This is an optimization exercise on Yosys and OpenROAD, whose aim is small area, a short achievable clock period and few clock cycles, not a production implementation.
The RTL was checked by simulation tests, not by an equivalence proof against the original design.
Power and IR drop assume default switching activity.

### flow/config.mk
export PLATFORM = sky130hd
export DESIGN_NAME = fs_codec
export DESIGN_NICKNAME = fs_codec
export VERILOG_FILES = /design/flow/design.v
export SDC_FILE = /design/flow/constraint.sdc
export NUM_CORES = 4
export LEC_CHECK = 0
export CAP_MARGIN = 20
export CORE_MARGIN = 2
export CORE_UTILIZATION = 40
export SLEW_MARGIN = 20
### flow/constraint.sdc
create_clock -name core_clock -period 10.0 [get_ports {clk}]
set_input_delay 2.0000 -clock core_clock [delete_from_list [all_inputs] [get_ports {clk}]]
set_output_delay 2.0000 -clock core_clock [all_outputs]
set_load 0.01 [all_outputs]
### flow/design.v
module fs_crc32_byte (
    input  wire [31:0] crc_in,
    input  wire [7:0]  data,
    output wire [31:0] crc_out
);
    reg [31:0] s;
    integer k;
    always @(*) begin
        s = crc_in ^ {24'd0, data};
        for (k = 0; k < 8; k = k + 1) begin
            if (s[0])
                s = (s >> 1) ^ 32'hEDB88320;
            else
                s = s >> 1;
        end
    end
    assign crc_out = s;
endmodule
module fs_codec (
    input  wire        clk,
    input  wire        rst,
    input  wire        cmd_valid,
    output wire        cmd_ready,
    input  wire [31:0] cmd_word,
    input  wire [15:0] cmd_len,
    input  wire        in_valid,
    output wire        in_ready,
    input  wire [7:0]  in_data,
    output wire        out_valid,
    input  wire        out_ready,
    output wire [7:0]  out_data,
    output wire        rsp_valid,
    input  wire        rsp_ready,
    output wire [7:0]  rsp_status,
    output wire [31:0] rsp_rval
);
    localparam [7:0] ST_OK          = 8'h00;
    localparam [7:0] ST_INVALID_LEN = 8'h02;
    localparam [7:0] ST_DECODE_ERR  = 8'h03;
    localparam [7:0] ST_INVALID_CRC = 8'h04;
    localparam [7:0] ST_ILLEGAL     = 8'h06;
    localparam [1:0] OP_CRC = 2'd0;
    localparam [1:0] OP_ENC = 2'd1;
    localparam [1:0] OP_DEC = 2'd2;
    localparam [1:0] OP_ILL = 2'd3;
    localparam [2:0] W_HDR  = 3'd0;    
    localparam [2:0] W_DATA = 3'd1;    
    localparam [2:0] W_CRC  = 3'd2;    
    localparam [2:0] W_FIN  = 3'd3;    
    localparam [2:0] W_IDLE = 3'd4;
    localparam [1:0] R_IDLE = 2'd0;
    localparam [1:0] R_CODE = 2'd1;    
    localparam [1:0] R_DATA = 2'd2;    
    localparam [1:0] R_TERM = 2'd3;    
    reg         cmd_rdy;
    reg         busy;        
    reg         fin;         
    reg  [1:0]  op;
    reg  [15:0] type_r;
    reg  [15:0] len_r;
    reg  [15:0] rem_in;      
    reg         rsp_v;
    reg  [7:0]  st_r;
    reg  [31:0] rval_r;
    wire cmd_fire = cmd_valid && cmd_rdy;
    wire rsp_fire = rsp_v && rsp_ready;
    wire w_hi0   = (cmd_word[31:16] == 16'd0);
    wire w_is1   = w_hi0 && (cmd_word[15:0] == 16'h0001);
    wire w_is3   = w_hi0 && (cmd_word[15:0] == 16'h0003);
    wire w_isenc = (cmd_word[15:0] == 16'h0002);
    wire [1:0] w_op = w_is1 ? OP_CRC : w_isenc ? OP_ENC : w_is3 ? OP_DEC : OP_ILL;
    wire len0    = (cmd_len == 16'd0);
    reg         in_rdy;
    reg  [7:0]  ib, sk;
    reg         ib_v, sk_v, ib_l, sk_l;
    wire        in_fire = in_valid && in_rdy;
    wire        in_last = (rem_in == 16'd1);
    wire        pop;                        
    wire ib_v_n = pop ? (sk_v || in_fire) : (ib_v || in_fire);
    wire sk_v_n = pop ? (sk_v && in_fire) : (sk_v || (ib_v && in_fire));
    wire [15:0] rem_n = rem_in - {15'd0, in_fire};
    always @(posedge clk) begin
        if (pop || !ib_v) begin
            ib   <= sk_v ? sk   : in_data;
            ib_l <= sk_v ? sk_l : in_last;
        end
        if (in_fire) begin
            sk   <= in_data;
            sk_l <= in_last;
        end
        if (rst) begin
            ib_v   <= 1'b0;
            sk_v   <= 1'b0;
            in_rdy <= 1'b0;
        end else begin
            ib_v <= ib_v_n;
            sk_v <= sk_v_n;
            if (cmd_fire) begin
                rem_in <= cmd_len;
                in_rdy <= !len0;
            end else begin
                rem_in <= rem_n;
                in_rdy <= (rem_n != 16'd0) && !sk_v_n;
            end
        end
    end
    reg         out_v;
    reg  [7:0]  out_d;
    reg         os_v;
    reg  [7:0]  os_d;
    wire        out_space = !os_v;
    reg         pv;                         
    reg  [7:0]  pd;
    wire        head_free = !out_v || out_ready;
    always @(posedge clk) begin
        if (rst) begin
            out_v <= 1'b0;
            os_v  <= 1'b0;
        end else if (head_free) begin
            out_v <= os_v || pv;
            out_d <= os_v ? os_d : pd;
            os_v  <= 1'b0;
        end else if (pv) begin
            os_v  <= 1'b1;
            os_d  <= pd;
        end
    end
    assign cmd_ready  = cmd_rdy;
    assign in_ready   = in_rdy;
    assign out_valid  = out_v;
    assign out_data   = out_d;
    assign rsp_valid  = rsp_v;
    assign rsp_status = st_r;
    assign rsp_rval   = rval_r;
    reg  [31:0] crc;
    reg  [7:0]  crc_byte;
    wire [31:0] crc_next;
    fs_crc32_byte u_crc (.crc_in(crc), .data(crc_byte), .crc_out(crc_next));
    reg  [7:0]  drem;        
    reg         dff;         
    reg         dstarted;    
    reg         derr;        
    reg         dend;        
    reg  [15:0] dn;          
    reg  [31:0] dl;          
    reg  [15:0] dtyp;
    reg  [15:0] dlen;
    wire dec_run  = busy && (op == OP_DEC) && !dend;
    wire dec_pop  = dec_run && ib_v && out_space;
    wire dskip    = ib_l && (ib == 8'h00);      
    reg        push_v;
    reg  [7:0] push_d;
    always @(*) begin
        push_v = 1'b0;
        push_d = ib;
        if (!derr && !dskip) begin
            if (drem == 8'd0) begin
                if (ib != 8'h00 && dstarted && !dff) begin
                    push_v = 1'b1;
                    push_d = 8'h00;
                end
            end else if (ib != 8'h00) begin
                push_v = 1'b1;
            end
        end
    end
    wire dec_push = dec_pop && push_v;
    wire dec_emit = dec_push && (dn[15:3] != 13'd0);    
    reg  [2:0]  wph;
    reg  [1:0]  widx;
    reg  [7:0]  wcnt;        
    reg         wfz;         
    reg  [7:0]  rb;
    always @(*) begin
        case (wph)
            W_HDR: begin
                case (widx)
                    2'd0:    rb = type_r[7:0];
                    2'd1:    rb = type_r[15:8];
                    2'd2:    rb = len_r[7:0];
                    default: rb = len_r[15:8];
                endcase
            end
            W_DATA: rb = ib;
            default: begin
                case (widx)
                    2'd0:    rb = ~crc[7:0];
                    2'd1:    rb = ~crc[15:8];
                    2'd2:    rb = ~crc[23:16];
                    default: rb = ~crc[31:24];
                endcase
            end
        endcase
    end
    reg  [9:0]  cq [0:3];
    reg  [1:0]  cq_wp, cq_rp;
    reg  [2:0]  cq_n;
    wire        cq_space = !cq_n[2];
    wire        cq_v     = (cq_n != 3'd0);
    reg  [7:0]  ring [0:255];
    reg  [7:0]  r_wp, r_rp;
    reg  [8:0]  r_n;
    wire        r_space = !r_n[8];
    wire enc_on   = busy && (op == OP_ENC);
    wire w_raw    = enc_on && (wph == W_HDR || wph == W_CRC || (wph == W_DATA && ib_v));
    wire w_step   = w_raw && r_space && cq_space;
    wire w_fin    = enc_on && (wph == W_FIN) && cq_space;
    wire raw_last = (wph == W_CRC) && (widx == 2'd3);
    wire rb_zero  = (rb == 8'h00);
    reg         cq_push;
    reg  [9:0]  cq_in;
    always @(*) begin
        cq_push = 1'b0;
        cq_in   = {2'b10, wcnt + 8'd1};
        if (w_step) begin
            if (rb_zero) begin
                cq_push = 1'b1;
                cq_in   = {2'b10, wcnt + 8'd1};
            end else if (wcnt == 8'd253) begin
                cq_push = 1'b1;
                cq_in   = {1'b0, raw_last, 8'hFF};
            end
        end else if (w_fin) begin
            cq_push = (wcnt != 8'd0) || wfz;
            cq_in   = {2'b01, wcnt + 8'd1};
        end
    end
    reg  [1:0]  rs;
    reg  [7:0]  rcnt;        
    reg         rz;          
    reg         rlast;       
    wire [9:0]  cq_out = cq[cq_rp];
    wire [7:0]  r_data = ring[r_rp];
    wire        r_code = enc_on && (rs == R_CODE) && cq_v && out_space;
    wire        r_dat  = enc_on && (rs == R_DATA) && out_space;
    wire        r_term = enc_on && (rs == R_TERM) && out_space;
    wire        r_adv  = r_dat || (r_code && rz);
    assign pop = busy && ((op == OP_CRC || op == OP_ILL) ? ib_v :
                          (op == OP_DEC) ? dec_pop :
                          (w_step && wph == W_DATA));
    always @(*) begin
        pv = 1'b0;
        pd = dl[7:0];
        if (dec_emit) begin
            pv = 1'b1;
            pd = dl[7:0];
        end else if (r_code) begin
            pv = 1'b1;
            pd = cq_out[7:0];
        end else if (r_dat) begin
            pv = 1'b1;
            pd = r_data;
        end else if (r_term) begin
            pv = 1'b1;
            pd = 8'h00;
        end
    end
    always @(*) begin
        case (op)
            OP_DEC:  crc_byte = dl[7:0];
            OP_ENC:  crc_byte = rb;
            default: crc_byte = ib;
        endcase
    end
    always @(posedge clk) begin
        if (w_step)
            ring[r_wp] <= rb;
        if (cq_push)
            cq[cq_wp] <= cq_in;
    end
    always @(posedge clk) begin
        if (rst) begin
            cmd_rdy <= 1'b1;
            busy    <= 1'b0;
            fin     <= 1'b0;
            rsp_v   <= 1'b0;
            dend    <= 1'b0;
            wph     <= W_IDLE;
            rs      <= R_IDLE;
        end else begin
            if (fin && head_free && !os_v) begin
                fin   <= 1'b0;
                rsp_v <= 1'b1;
            end
            if (rsp_fire) begin
                rsp_v   <= 1'b0;
                cmd_rdy <= 1'b1;
            end
            if (cmd_fire) begin
                cmd_rdy  <= 1'b0;
                op       <= w_op;
                type_r   <= cmd_word[31:16];
                len_r    <= cmd_len;
                crc      <= 32'hFFFF_FFFF;
                drem     <= 8'd0;
                dff      <= 1'b0;
                dstarted <= 1'b0;
                derr     <= 1'b0;
                dend     <= 1'b0;
                dn       <= 16'd0;
                wph      <= (w_op == OP_ENC) ? W_HDR : W_IDLE;
                widx     <= 2'd0;
                wcnt     <= 8'd0;
                wfz      <= 1'b1;
                rs       <= (w_op == OP_ENC) ? R_CODE : R_IDLE;
                rz       <= 1'b0;
                cq_wp    <= 2'd0;
                cq_rp    <= 2'd0;
                cq_n     <= 3'd0;
                r_wp     <= 8'd0;
                r_rp     <= 8'd0;
                r_n      <= 9'd0;
                rval_r   <= 32'd0;
                if (len0 && w_op != OP_ENC) begin
                    fin  <= 1'b1;
                    st_r <= (w_op == OP_CRC) ? ST_OK :
                            (w_op == OP_DEC) ? ST_INVALID_LEN : ST_ILLEGAL;
                end else begin
                    busy <= 1'b1;
                end
            end else if (busy) begin
                case (op)
                    OP_CRC: begin
                        if (pop) begin
                            crc <= crc_next;
                            if (ib_l) begin
                                busy   <= 1'b0;
                                fin    <= 1'b1;
                                st_r   <= ST_OK;
                                rval_r <= ~crc_next;
                            end
                        end
                    end
                    OP_ILL: begin
                        if (pop && ib_l) begin
                            busy <= 1'b0;
                            fin  <= 1'b1;
                            st_r <= ST_ILLEGAL;
                        end
                    end
                    OP_DEC: begin
                        if (dend) begin
                            busy <= 1'b0;
                            fin  <= 1'b1;
                            if (derr || drem != 8'd0)
                                st_r <= ST_DECODE_ERR;
                            else if (dn < 16'd8)
                                st_r <= ST_INVALID_LEN;
                            else if (~crc != dl)
                                st_r <= ST_INVALID_CRC;
                            else if (dlen != dn - 16'd8)
                                st_r <= ST_INVALID_LEN;
                            else begin
                                st_r   <= ST_OK;
                                rval_r <= {16'd0, dtyp};
                            end
                        end else if (dec_pop) begin
                            if (!derr && !dskip) begin
                                if (drem == 8'd0) begin
                                    if (ib == 8'h00) begin
                                        derr <= 1'b1;               
                                    end else begin
                                        dstarted <= 1'b1;
                                        dff      <= (ib == 8'hFF);
                                        drem     <= ib - 8'd1;
                                    end
                                end else begin
                                    if (ib == 8'h00)
                                        derr <= 1'b1;               
                                    else
                                        drem <= drem - 8'd1;
                                end
                            end
                            if (push_v) begin
                                dn <= dn + 16'd1;
                                dl <= {push_d, dl[31:8]};
                                case (dn)
                                    16'd0: dtyp[7:0]  <= push_d;
                                    16'd1: dtyp[15:8] <= push_d;
                                    16'd2: dlen[7:0]  <= push_d;
                                    16'd3: dlen[15:8] <= push_d;
                                    default: ;
                                endcase
                                if (dn[15:2] != 14'd0)
                                    crc <= crc_next;
                            end
                            if (ib_l)
                                dend <= 1'b1;
                        end
                    end
                    default: begin   
                        if (w_step) begin
                            if (wph != W_CRC)
                                crc <= crc_next;
                            r_wp <= r_wp + 8'd1;
                            if (rb_zero) begin
                                wcnt <= 8'd0;
                                wfz  <= 1'b1;
                            end else if (wcnt == 8'd253) begin
                                wcnt <= 8'd0;
                                wfz  <= 1'b0;
                            end else begin
                                wcnt <= wcnt + 8'd1;
                            end
                            case (wph)
                                W_HDR: begin
                                    widx <= widx + 2'd1;
                                    if (widx == 2'd3)
                                        wph <= (len_r == 16'd0) ? W_CRC : W_DATA;
                                end
                                W_DATA: begin
                                    if (ib_l)
                                        wph <= W_CRC;
                                end
                                default: begin
                                    widx <= widx + 2'd1;
                                    if (widx == 2'd3)
                                        wph <= W_FIN;
                                end
                            endcase
                        end else if (w_fin) begin
                            wph <= W_IDLE;
                        end
                        if (r_code) begin
                            cq_rp <= cq_rp + 2'd1;
                            rcnt  <= cq_out[7:0] - 8'd1;
                            rz    <= cq_out[9];
                            rlast <= cq_out[8];
                            if (cq_out[7:0] != 8'd1)
                                rs <= R_DATA;
                            else if (cq_out[8])
                                rs <= R_TERM;
                        end else if (r_dat) begin
                            r_rp <= r_rp + 8'd1;
                            rcnt <= rcnt - 8'd1;
                            if (rcnt == 8'd1)
                                rs <= rlast ? R_TERM : R_CODE;
                        end else if (r_term) begin
                            rs     <= R_IDLE;
                            busy   <= 1'b0;
                            fin    <= 1'b1;
                            st_r   <= ST_OK;
                        end
                        if (r_code && rz)
                            r_rp <= r_rp + 8'd1;
                        if (cq_push)
                            cq_wp <= cq_wp + 2'd1;
                        cq_n <= cq_n + {2'd0, cq_push} - {2'd0, r_code};
                        r_n  <= r_n + {8'd0, w_step} - {8'd0, r_adv};
                    end
                endcase
            end
        end
    end
endmodule
### flow/run.sh
#!/bin/bash
# synth_recipe.tcl (not shown) runs the flow's synth.tcl, then flattens the netlist and writes it again
# the make line also repeats each setting of config.mk as NAME=value (left out here)
make -C /OpenROAD-flow-scripts/flow DESIGN_CONFIG=/design/flow/config.mk WORK_HOME=/design/flow/orfs CLKGATE_MAP_FILE= SYNTH_SCRIPT=/design/flow/synth_recipe.tcl finish
==> results of run 1 <==
[where the power goes]
group          switching, W  total, W  internal, W
combinational      0.000894   0.00139     0.000496
sequential        0.0000868    0.0113       0.0113
clock               0.00391   0.00897      0.00507
total               0.00489    0.0217       0.0168
[cell families after synthesis]
| kind of cell | count (synthesis) | synth area share (%) |
|---|---|---|
| xor gates and xnor gates | 182 | 1.78 |
| DFF | 2408 | 73.7 |
| and+or+nand+nor | 1041 | 4.90 |
| muxes | 637 | 13.4 |
| AOI/OAI and AO/OA | 530 | 3.85 |
| other | 1 | 0.00383 |
| buffers and inverters | 365 | 1.80 |
| adders and majority gates | 48 | 0.629 |
[through the flow]
step / std cells / hold WS, ps / total power, W
global route: 8780 / 483 / 0.0223
detailed placement: 8327 / 458 / 0.0129
global placement: 8325 / 452 / 0.0129
floorplan: 5216 / 449 / 0.0124
finish: 8791 / 476 / 0.0217
CTS: 8777 / 474 / 0.0218
[critical path: cells and delay by family (launching register included)]
kind	cells	cell delay, ps
buf+inv	4	2070
compound gates	6	2040
flops	1	560
simple gates	2	420
[synth_stat cells (28+ instances only)]
cell,instances
inv_1,67
nand2_1,223
ha_1,46
nand3_1,54
o22ai_1,40
xor2_1,55
nor3_1,69
edfxtp_1,2383
a22o_1,28
clkbuf_1,142
buf_2,73
mux2i_1,72
mux2_2,33
xnor2_1,114
a22oi_1,92
buf_4,46
nor4_1,39
o21ai_0,74
a21oi_1,109
and2_1,33
nor2b_1,66
mux4_2,532
nor2_1,441
[worst max-delay path by stage]
stage	end	startpoint	slack, ps	cells after the start
floorplan	ring[0][2]	widx[0]	110	5
global placement	out_d[2]	flip-flop	4230	12
detailed placement	flip-flop	cmd_valid	4310	8
CTS	out_d[2]	flip-flop	4550	12
global route	out_d[2]	flip-flop	4340	10
finish	out_d[2]	flip-flop	4510	12
[cell usage in the layout (no fill, tap or decap), drive strengths merged, types with 72 or more instances in the layout]
master / count
o21ai: 75
edfxtp: 2383
buf: 99
inv: 76
clkinv: 111
nor2: 441
a22oi: 92
a21oi: 110
nand2: 223
clkdlybuf4s50: 108
clkbuf: 303
mux4: 532
xnor2: 124
mux2i: 72
[area by class of cell]
class / count / area, um^2
diodes: 13 / 32.5
clock buffers: 303 / 6330
clock inverters: 147 / 1520
fillers: 20600 / 133000
inverters: 68 / 255
multi-input cells: 2443 / 24200
flip-flops and latches: 2408 / 72100
well taps: 3202 / 4010
repair buffers: 207 / 2030
[layer usage]
layer,GRT usage (%),share of wire [%]
met5,0,0.012
met4,7.21,3.5
met3,5.16,8.8
met2,33.1,47
met1,28.8,41
[registers in the layout, summed over array words and instances, names as in the netlist, 16 cells and up, named ones only]
name and flops:
dl 32, len_r 16, dlen 16, type_r 16, dtyp 16, crc 32
ring 2048, rval_r 32, cq 40, rem_in 16, dn 16
==> out/results.tsv, run 1 <==
stage	metric	value	unit
floorplan	die_w	499	um
drt	viasPerCell	5.88	
logic_synthesis	synth-async-reset-ratio	0	%
placed_design	post_dp_cell_area	103000	um^2
cts	cts_tree	built	
timing	final_max_slew_viol_count	0	
timing	rsz0062_at_grt	no	
cts	insertion_delay	890	ps
worst_setup_path	r2r_end	out_d[2]	
power	vdd_drop_max	175	uV
global_routing	grt_usage	21.1	%
cts	clkTransAtPathRegs	70	ps
status	status	complete, but fails checks	
drt	drc	0	
min_path	min_to	dl[12]	
logic_synthesis	syn-cell-area	97800	um^2
layout	finalNetCount	5478	
worst_setup_path	cp-start-kind	flip-flop	
cts	cts.repair.resized	0	
cts	htreeDepth	4	
min_path	holdPathStages	0	
layout	synthToLayoutAreaGrowth	13.0	%
floorplan	pin_count	114	
logic_synthesis	yosysTopAreaCell	edfxtp_1	
placed_design	io_buffer_count	108	
worst_setup_path	cp_slowest_cell	a2111oi_1	
logic_synthesis	netlist_top_cells_area	edfxtp_1 73%, mux4_2 12%, nor2_1 1.7%	
placed_design	gp_congestion	0.895	
layout	drive_above_1_share	19.5	%
cts	cts_hold_buf	0	
timing	final_hold_viol_count	0	
worst_setup_path	cp_max_fo	46	
drt	routed_wl	266000	um
power	power_leakage	34.3	nW
min_path	worstHoldStart	dl[20]	
global_routing	grt_pass1_wl	379000	um
timing	worst_pin_slew	1300	ps
timing	timing.final.crit_period	5490	ps
logic_synthesis	synth_area_per_cell	18.8	um^2
timing	slew_headroom	13.4	%
placed_design	post-place-ws	4310	ps
drt	vias	51700	
placed_design	post-dp-hpwl	166000	um
cts	cts_buffer_depth	3	
worst_setup_path	worstPathArrival	6100	ps
worst_setup_path	cpMostUsedCell	buf_4	
global_routing	first_global_vias	51500	
worst_setup_path	critical_path_class	flip-flop to flip-flop	
timing	tns	0	ps
global_routing	gr-total-overflow	0	
worst_setup_path	required	10610	ps
layout	fin_area	110000	um^2
timing	worst_slack	4510	ps
timing	max_freq	0.182	GHz
logic_synthesis	synth_largest_type_area_fraction	73.2	%
worst_setup_path	end_kind	flip-flop	
logic_synthesis	synth_ff_type	edfxtp_1	
cts	numCtsBuffers	240	
drt	ant_nets	1	
min_path	min_path_type	flip-flop to flip-flop	
logic_synthesis	synth-seq-area-share	73.7	%
job	cap_viol_max_count	0	
cts	post_cts_buffers	0	
worst_setup_path	r2r_slack	4510	ps
cts	cts_num_sinks	2408	
drt	wire_per_inst	30.3	um
drt	dr.pass1.iters	7	
cts	cts-root-buf	clkbuf_16	
logic_synthesis	ys_types	96	
floorplan	fp-row-count	181	
floorplan	start_util	40.2	%
power	power_density	196	nW/um^2
status	so_faults	antenna rules	
layout	utilization	45.4	%
global_routing	antenna_found_initial	9	
timing	setup_viol	0	
worst_setup_path	critical_path.max_stage_delay	820	ps
logic_synthesis	synth-seq-cells	2408	
logic_synthesis	syn_inst	5212	
floorplan	die_h	499	um
global_routing	grt_max_degree	191	
timing	fin_crit_sh	54.9	%
worst_setup_path	path_cells	buf_4 -> buf_4 -> buf_4 -> nor2_4 -> buf_4 -> a22oi_1 -> a21oi_1 -> a2111oi_1 -> a22o_1 -> nor4b_1 -> a211oi_1 -> a21oi_1	
logic_synthesis	yosysWarningCount	2	
drt	detail_route.iter0.violations	5825	
floorplan	core_region_area	243000	um^2
timing	finClkSkew	51.6	ps
logic_synthesis	synth_edf_count	2383	
floorplan	die_area	249000	um^2
worst_setup_path	worst-r2r-cell-count	12	
Testbench counts, summed over its fixed seeds: cycles 190,468.
==> run 2: changes to the inputs <==
--- a/flow/design.v
+++ b/flow/design.v
@@ -43,15 +43,13 @@
     localparam [1:0] OP_ENC = 2'd1;
     localparam [1:0] OP_DEC = 2'd2;
     localparam [1:0] OP_ILL = 2'd3;
-    localparam [2:0] W_HDR  = 3'd0;    
-    localparam [2:0] W_DATA = 3'd1;    
-    localparam [2:0] W_CRC  = 3'd2;    
-    localparam [2:0] W_FIN  = 3'd3;    
-    localparam [2:0] W_IDLE = 3'd4;
-    localparam [1:0] R_IDLE = 2'd0;
-    localparam [1:0] R_CODE = 2'd1;    
-    localparam [1:0] R_DATA = 2'd2;    
-    localparam [1:0] R_TERM = 2'd3;    
+    localparam [2:0] W_Z0   = 3'd0;    
+    localparam [2:0] W_HDR  = 3'd1;    
+    localparam [2:0] W_DATA = 3'd2;    
+    localparam [2:0] W_CRC  = 3'd3;    
+    localparam [2:0] W_TERM = 3'd4;    
+    localparam [2:0] W_TEND = 3'd5;    
+    localparam [2:0] W_IDLE = 3'd6;
     reg         cmd_rdy;
     reg         busy;        
     reg         fin;         
@@ -170,6 +168,7 @@
     reg  [1:0]  widx;
     reg  [7:0]  wcnt;        
     reg         wfz;         
+    reg         wsplit;      
     reg  [7:0]  rb;
     always @(*) begin
         case (wph)
@@ -192,67 +191,67 @@
             end
         endcase
     end
-    reg  [9:0]  cq [0:3];
-    reg  [1:0]  cq_wp, cq_rp;
-    reg  [2:0]  cq_n;
-    wire        cq_space = !cq_n[2];
-    wire        cq_v     = (cq_n != 3'd0);
-    reg  [7:0]  ring [0:255];
-    reg  [7:0]  r_wp, r_rp;
-    reg  [8:0]  r_n;
-    wire        r_space = !r_n[8];
+    localparam CQB = 4;                  
+    reg  [7:0]  cq [0:(1<<CQB)-1];
+    reg  [CQB-1:0] cq_wp, cq_rp;
+    reg  [CQB:0]   cq_n;
+    wire        cq_space = !cq_n[CQB];
+    wire        cq_v     = (cq_n != {(CQB+1){1'b0}});
+    wire [7:0]  cq_out   = cq[cq_rp];
+    localparam RC = 264;                 
+    localparam TB = 3;                   
+    reg  [7:0]  ring [0:RC-1];
+    reg  [8:0]  w_nx;        
+    reg  [8:0]  r_tap;       
+    reg  [8:0]  r_n;         
+    wire        r_space = (r_n != RC) && (w_nx == RC - 1);
     wire enc_on   = busy && (op == OP_ENC);
-    wire w_raw    = enc_on && (wph == W_HDR || wph == W_CRC || (wph == W_DATA && ib_v));
-    wire w_step   = w_raw && r_space && cq_space;
-    wire w_fin    = enc_on && (wph == W_FIN) && cq_space;
+    wire raw_ph   = (wph == W_HDR) || (wph == W_DATA) || (wph == W_CRC);
+    wire zslot    = wsplit || (wph == W_Z0) || (wph == W_TERM);
+    wire w_want   = enc_on && (zslot || (raw_ph && (wph != W_DATA || ib_v)));
+    wire w_step   = w_want && r_space && cq_space;       
+    wire w_raw    = w_step && !zslot;                    
+    wire w_tend   = enc_on && (wph == W_TEND) && cq_space;
     wire raw_last = (wph == W_CRC) && (widx == 2'd3);
     wire rb_zero  = (rb == 8'h00);
+    wire [7:0] slot_in = zslot ? 8'h00 : rb;
     reg         cq_push;
-    reg  [9:0]  cq_in;
+    reg  [7:0]  cq_in;
     always @(*) begin
         cq_push = 1'b0;
-        cq_in   = {2'b10, wcnt + 8'd1};
-        if (w_step) begin
+        cq_in   = wcnt + 8'd1;
+        if (w_raw) begin
             if (rb_zero) begin
                 cq_push = 1'b1;
-                cq_in   = {2'b10, wcnt + 8'd1};
             end else if (wcnt == 8'd253) begin
                 cq_push = 1'b1;
-                cq_in   = {1'b0, raw_last, 8'hFF};
+                cq_in   = 8'hFF;
             end
-        end else if (w_fin) begin
-            cq_push = (wcnt != 8'd0) || wfz;
-            cq_in   = {2'b01, wcnt + 8'd1};
+        end else if (w_step && wph == W_TERM) begin
+            cq_push = (wcnt != 8'd0) || wfz;    
+        end else if (w_tend) begin
+            cq_push = 1'b1;
+            cq_in   = 8'h00;                    
         end
     end
-    reg  [1:0]  rs;
-    reg  [7:0]  rcnt;        
-    reg         rz;          
-    reg         rlast;       
-    wire [9:0]  cq_out = cq[cq_rp];
-    wire [7:0]  r_data = ring[r_rp];
-    wire        r_code = enc_on && (rs == R_CODE) && cq_v && out_space;
-    wire        r_dat  = enc_on && (rs == R_DATA) && out_space;
-    wire        r_term = enc_on && (rs == R_TERM) && out_space;
-    wire        r_adv  = r_dat || (r_code && rz);
+    wire [7:0]  r_data = ring[{r_tap[8:TB], {TB{1'b1}}}];
+    wire        r_zero = (r_data == 8'h00);
+    wire        r_rd   = enc_on && (r_tap[TB-1:0] == {TB{1'b1}}) && (r_n != 9'd0) &&
+                         out_space && (!r_zero || cq_v);
+    wire        r_pop  = r_rd && r_zero;
+    wire        r_end  = r_pop && (cq_out == 8'h00);
     assign pop = busy && ((op == OP_CRC || op == OP_ILL) ? ib_v :
                           (op == OP_DEC) ? dec_pop :
-                          (w_step && wph == W_DATA));
+                          (w_raw && wph == W_DATA));
     always @(*) begin
         pv = 1'b0;
         pd = dl[7:0];
         if (dec_emit) begin
             pv = 1'b1;
             pd = dl[7:0];
-        end else if (r_code) begin
+        end else if (r_rd) begin
             pv = 1'b1;
-            pd = cq_out[7:0];
-        end else if (r_dat) begin
-            pv = 1'b1;
-            pd = r_data;
-        end else if (r_term) begin
-            pv = 1'b1;
-            pd = 8'h00;
+            pd = r_zero ? cq_out : r_data;
         end
     end
     always @(*) begin
@@ -262,9 +261,11 @@
             default: crc_byte = ib;
         endcase
     end
+    integer ri;
     always @(posedge clk) begin
-        if (w_step)
-            ring[r_wp] <= rb;
+        ring[0] <= w_step ? slot_in : ring[RC-1];
+        for (ri = 1; ri < RC; ri = ri + 1)
+            ring[ri] <= ring[ri-1];
         if (cq_push)
             cq[cq_wp] <= cq_in;
     end
@@ -276,7 +277,6 @@
             rsp_v   <= 1'b0;
             dend    <= 1'b0;
             wph     <= W_IDLE;
-            rs      <= R_IDLE;
         end else begin
             if (fin && head_free && !os_v) begin
                 fin   <= 1'b0;
@@ -298,17 +298,16 @@
                 derr     <= 1'b0;
                 dend     <= 1'b0;
                 dn       <= 16'd0;
-                wph      <= (w_op == OP_ENC) ? W_HDR : W_IDLE;
+                wph      <= (w_op == OP_ENC) ? W_Z0 : W_IDLE;
+                wsplit   <= 1'b0;
                 widx     <= 2'd0;
                 wcnt     <= 8'd0;
                 wfz      <= 1'b1;
-                rs       <= (w_op == OP_ENC) ? R_CODE : R_IDLE;
-                rz       <= 1'b0;
-                cq_wp    <= 2'd0;
-                cq_rp    <= 2'd0;
-                cq_n     <= 3'd0;
-                r_wp     <= 8'd0;
-                r_rp     <= 8'd0;
+                cq_wp    <= {CQB{1'b0}};
+                cq_rp    <= {CQB{1'b0}};
+                cq_n     <= {(CQB+1){1'b0}};
+                w_nx     <= RC - 1;
+                r_tap    <= RC - 1;
                 r_n      <= 9'd0;
                 rval_r   <= 32'd0;
                 if (len0 && w_op != OP_ENC) begin
@@ -389,16 +388,16 @@
                         end
                     end
                     default: begin   
-                        if (w_step) begin
+                        if (w_raw) begin
                             if (wph != W_CRC)
                                 crc <= crc_next;
-                            r_wp <= r_wp + 8'd1;
                             if (rb_zero) begin
                                 wcnt <= 8'd0;
                                 wfz  <= 1'b1;
                             end else if (wcnt == 8'd253) begin
-                                wcnt <= 8'd0;
-                                wfz  <= 1'b0;
+                                wcnt   <= 8'd0;
+                                wfz    <= 1'b0;
+                                wsplit <= !raw_last;
                             end else begin
                                 wcnt <= wcnt + 8'd1;
                             end
@@ -415,38 +414,33 @@
                                 default: begin
                                     widx <= widx + 2'd1;
                                     if (widx == 2'd3)
-                                        wph <= W_FIN;
+                                        wph <= W_TERM;
                                 end
                             endcase
-                        end else if (w_fin) begin
+                        end else if (w_step) begin
+                            if (wsplit)
+                                wsplit <= 1'b0;
+                            else if (wph == W_Z0)
+                                wph <= W_HDR;
+                            else
+                                wph <= W_TEND;
+                        end else if (w_tend) begin
                             wph <= W_IDLE;
                         end
-                        if (r_code) begin
-                            cq_rp <= cq_rp + 2'd1;
-                            rcnt  <= cq_out[7:0] - 8'd1;
-                            rz    <= cq_out[9];
-                            rlast <= cq_out[8];
-                            if (cq_out[7:0] != 8'd1)
-                                rs <= R_DATA;
-                            else if (cq_out[8])
-                                rs <= R_TERM;
-                        end else if (r_dat) begin
-                            r_rp <= r_rp + 8'd1;
-                            rcnt <= rcnt - 8'd1;
-                            if (rcnt == 8'd1)
-                                rs <= rlast ? R_TERM : R_CODE;
-                        end else if (r_term) begin
-                            rs     <= R_IDLE;
-                            busy   <= 1'b0;
-                            fin    <= 1'b1;
-                            st_r   <= ST_OK;
+                        if (r_end) begin
+                            busy <= 1'b0;
+                            fin  <= 1'b1;
+                            st_r <= ST_OK;
                         end
-                        if (r_code && rz)
-                            r_rp <= r_rp + 8'd1;
                         if (cq_push)
-                            cq_wp <= cq_wp + 2'd1;
-                        cq_n <= cq_n + {2'd0, cq_push} - {2'd0, r_code};
-                        r_n  <= r_n + {8'd0, w_step} - {8'd0, r_adv};
+                            cq_wp <= cq_wp + 1'b1;
+                        if (r_pop)
+                            cq_rp <= cq_rp + 1'b1;
+                        cq_n  <= cq_n + {{CQB{1'b0}}, cq_push} - {{CQB{1'b0}}, r_pop};
+                        r_n   <= r_n + {8'd0, w_step} - {8'd0, r_rd};
+                        w_nx  <= w_step ? RC - 1 : (w_nx == RC - 1) ? 9'd0 : w_nx + 9'd1;
+                        if (!r_rd)
+                            r_tap <= (r_tap == RC - 1) ? 9'd0 : r_tap + 9'd1;
                     end
                 endcase
             end
==> run 2 against run 1 <==
Now clean on timing, DRC and antenna. Core utilization increased by 1.9 points. Via count decreased by 38%. Cell count fell by 22%. Worst hold slack worse by 190 ps. Maximum frequency decreased by 13%. Register-to-register slack worse by 840 ps. Flip-flop and latch count increased by 143. Critical endpoint is now r_n[8]. Largest cell class unchanged.
==> out/results.tsv, run 2 <==
stage	metric	value	unit	change
status	status	no timing/DRC/antenna violations		
drt	routed_wl	130000	um	-51%
drt	vias	32100		-38%
cts	post_cts_buffers	0		unchanged
layout	drive_above_1_share	10.9	%	-8.6 points
floorplan	pin_count	114		unchanged
cts	cts_tree	built		
drt	detail_route.iter0.violations	2858		-51%
drt	dr.pass1.iters	6		-1
drt	ant_nets	0		-1
logic_synthesis	synth_area_per_cell	15.7	um^2	-16%
floorplan	die_h	412	um	-17%
logic_synthesis	synth_most_common_cell	dfxtp_1		
timing	worst_pin_slew	1230	ps	-68.6 ps
worst_setup_path	cp_max_fo	26		-43%
layout	regMostFlops	ring		
global_routing	grt_usage	15.2	%	-5.9 points
cts	cts_hold_buf	0		unchanged
timing	final_max_slew_viol_count	0		unchanged
drt	wire_per_inst	19.0	um	-37%
floorplan	core_region_area	165000	um^2	-32%
layout	finalNetCount	4581		-16%
worst_setup_path	critical_path.max_stage_delay	930	ps	+110 ps
timing	final_hold_viol_count	0		unchanged
layout	reg.largest.list	ring x2112, cq x128		
logic_synthesis	syn-cell-area	66600	um^2	-32%
logic_synthesis	yosysTopAreaCell	dfxtp_1		
logic_synthesis	synth-seq-area-share	83.1	%	+9.4 points
layout	final_cell_mix	2,127 x dfxtp_1, 422 x edfxtp_1, 225 x clkbuf_16		
worst_setup_path	cp_slowest_cell	edfxtp_1		
layout	fill_cells	14100		-32%
logic_synthesis	synth_ff_type	dfxtp_1		
placed_design	io_buffer_count	108		unchanged
logic_synthesis	ys_types	88		-8.3%
timing	finClkSkew	58.7	ps	+7.11 ps
placed_design	post-dp-hpwl	88600	um	-46%
worst_setup_path	worstPathArrival	6860	ps	+760 ps
timing	slew_headroom	17.7	%	+4.3 points
logic_synthesis	synth-seq-cells	2551		+5.9%
cts	numCtsBuffers	223		-7.1%
power	power_density	259	nW/um^2	+32%
layout	fin_area	78200	um^2	-29%
placed_design	gp_congestion	0.874		-2.4%
power	power_leakage	29.5	nW	-14%
timing	setup_viol	0		unchanged
drt	drc	0		unchanged
logic_synthesis	synth_largest_type_area_fraction	64.0	%	-9.1 points
logic_synthesis	netlist_top_cells_area	dfxtp_1 64%, edfxtp_1 19%, xnor2_1 1.4%		
worst_setup_path	path_cells	and4b_1 -> and2_1 -> a2111oi_0 -> nand4_1 -> o32a_1 -> nor4_2 -> buf_4 -> a31o_2 -> inv_1 -> ha_1 -> inv_1 -> ha_1 -> inv_1 -> fa_1 -> nand2b_1 -> a21oi_1 -> o21ai_0 -> a21oi_1 -> o21ai_0 -> a21oi_1 -> or3_1 -> a21oi_1		
worst_setup_path	required	10520	ps	-90 ps
global_routing	first_global_vias	31000		-40%
global_routing	gr-total-overflow	0		unchanged
logic_synthesis	synth-async-reset-ratio	0	%	unchanged
cts	cts-root-buf	clkbuf_16		
cts	htreeDepth	4		unchanged
layout	multiInputGateArea	10600	um^2	-56%
drt	viasPerCell	4.68		-20%
global_routing	grt_pass1_wl	194000	um	-49%
power	pwr-share-comb	3.7	%	-2.7 points
power	power.internal	0.0160	W	-4.7%
timing	fin_crit_sh	63.3	%	+8.4 points
power	p_seq_share	52.5	%	+0.2 points
logic_synthesis	syn_inst	4237		-19%
cts	cts.repair.resized	0		unchanged
power	switching_share	20.9	%	-1.6 points
floorplan	die_area	170000	um^2	-32%
cts	insertion_delay	830	ps	-60 ps
logic_synthesis	synth_edf_count	422		-82%
cts	clkTransAtPathRegs	70	ps	about the same
floorplan	fp-row-count	149		-18%
timing	tns	0	ps	unchanged
power	pwr-share-clk	43.8	%	+2.5 points
logic_synthesis	synthTopCellsByCount	2,129 x dfxtp_1, 422 x edfxtp_1, 166 x nor2_1		
power	vdd_drop_max	187	uV	+6.7%
floorplan	die_w	412	um	-17%
timing	timing.final.crit_period	6330	ps	+841 ps
global_routing	antenna_found_initial	7		-2
worst_setup_path	end_kind	flip-flop		
timing	max_freq	0.158	GHz	-13%
power	p_sw	0.00425	W	-13%
layout	synthToLayoutAreaGrowth	17.5	%	
cts	cts_buffer_depth	3		unchanged
logic_synthesis	yosysWarningCount	3		+1
timing	whs	282	ps	-194 ps
layout	seq_area	55300	um^2	-23%
timing	rsz0062_at_grt	no		
global_routing	grt_max_degree	68		-64%
floorplan	start_util	40.3	%	+0.081 points
placed_design	post_dp_cell_area	70200	um^2	-32%
min_path	min_path_type	flip-flop to flip-flop		
worst_setup_path	critical_path_class	flip-flop to flip-flop		
worst_setup_path	cp-start-kind	flip-flop		
cts	cts_num_sinks	2551		+5.9%
layout	largest_reg_flops	2112		+3.1%
worst_setup_path	cpMostUsedCell	a21oi_1		
layout	mostFrequentLayoutCell	dfxtp_1		
job	cap_viol_max_count	0		unchanged
## run 2: cell types whose count changed after synthesis, moves of 39 or more
cell,change
dfxtp_1,+2104
edfxtp_1,-1961
mux4_2,-491
nor2_1,-275
nand3_1,+90
a22oi_1,-84
nand2_1,-61
buf_2,-60
mux2i_1,-54
clkbuf_1,-44
and3_1,+43
buf_4,-41
nor3_1,-39
## run 2: through the flow
step | std cells | setup WS, ps | power, W | utilization (%)
finish | 6853 | 3670 | 0.0203 | 47.4
global route | 6849 | 3230 | 0.0209 | 47.3
CTS | 6847 | 3770 | 0.0205 | 47.3
detailed placement | 6431 | 3840 | 0.0116 | 42.5
global placement | 6430 | 3850 | 0.0116 | 42.5
floorplan | 4241 | 4380 | 0.0113 | -
## run 2: kinds of logic after synthesis
kind of cell             count (synthesis)  synth area share (%)
AND/OR/NAND/NOR                        828                  6.54
multiplexers                            74                  1.91
XOR/XNOR                               172                  2.41
other                                    1               0.00563
buffers and inverters                  209                  1.26
adder cells (fa/ha/maj)                 51                 0.977
flip-flops                            2551                  83.1
AO/OA/AOI/OAI                          351                  3.84
## run 2: final cells by class
type,instances,share of cell area [%]
multi-input combinational,1481,13.6
antenna,4,0.0128
sequential,2551,70.7
timing repair buffer,140,1.74
clock inverter,101,1.94
clock buffer,315,8.20
inverter,72,0.347
tap,2189,3.50
## run 2: path summary, 6_finish.rpt
check | startpoint | to | slack (ps) | cells past startpoint
worst max-delay path | r_tap[8] | r_n[8] | 3670 | 22
worst min-delay path | ring[139][7] | ring[140][7] | 280 | 0
worst max register to register | r_tap[8] | r_n[8] | 3670 | 22
worst min register to register | ring[139][7] | ring[140][7] | 280 | 0
## run 2: metal layers
layer / vias up / track usage, % / wire length [um]
met2: 1028 / 23.2 / 57600
met5: - / 0 / 0
met1: 15700 / 21.4 / 61200
met3: 252 / 3.14 / 7670
met4: 0 / 5.39 / 3800
li1: 15100 / - / -
## run 2: worst max-delay path: cells and delay by family (launching register included)
family / cells / cell delay, ps
flops: 1 / 930
simple gates: 6 / 1810
compound gates: 9 / 1990
fa+ha+maj: 3 / 830
buf+inv: 4 / 450
## run 2: power by group through the flow
stage	sequential [W]	clock, W	combinational (W)
2_1_floorplan	0.0108	0	0.000491
3_3_place_gp	0.0109	0	0.000734
3_5_place_dp	0.0109	0	0.000744
4_1_cts	0.0106	0.00908	0.000748
5_1_grt	0.0106	0.00949	0.000812
6_report	0.0106	0.00888	0.000748
Testbench counts of run 2, summed over its fixed seeds: cycles 189,119.

==> static timing again, ports no longer ideal <==
No port has a modelled driver above. Below, the same layouts with a new extraction and two added sets of constraints. Step 1 (the two cells are an assumption about what drives the block):
set clk [get_ports {clk}]
set_driving_cell -lib_cell sky130_fd_sc_hd__clkbuf_16 $clk
set_driving_cell -lib_cell sky130_fd_sc_hd__buf_2 [delete_from_list [all_inputs] $clk]
Step 2 adds t to the input delays and takes it off the output delays; t is the mean of the earliest and latest rising clock arrival at the registers after step 1. Input paths then give back, and output paths get back, about the clock's delay inside the block. Slacks: no drivers / after step 1 / after step 2; pairs: no drivers / after step 1.
run | shift t [ns] | setup slack, ns | hold WS [ns] | cell pins on the clock port's net
run 1 | 0.960 | 4.509 / 4.509 / 4.364 | 0.476 / 0.476 / 0.476 | 1
run 2 | 0.877 | 3.668 / 3.668 / 3.668 | 0.282 / 0.282 / 0.282 | 1
The setup slack of run 1, which loses most, moves by 0.000 ns with the drivers and by -0.145 ns with both steps.
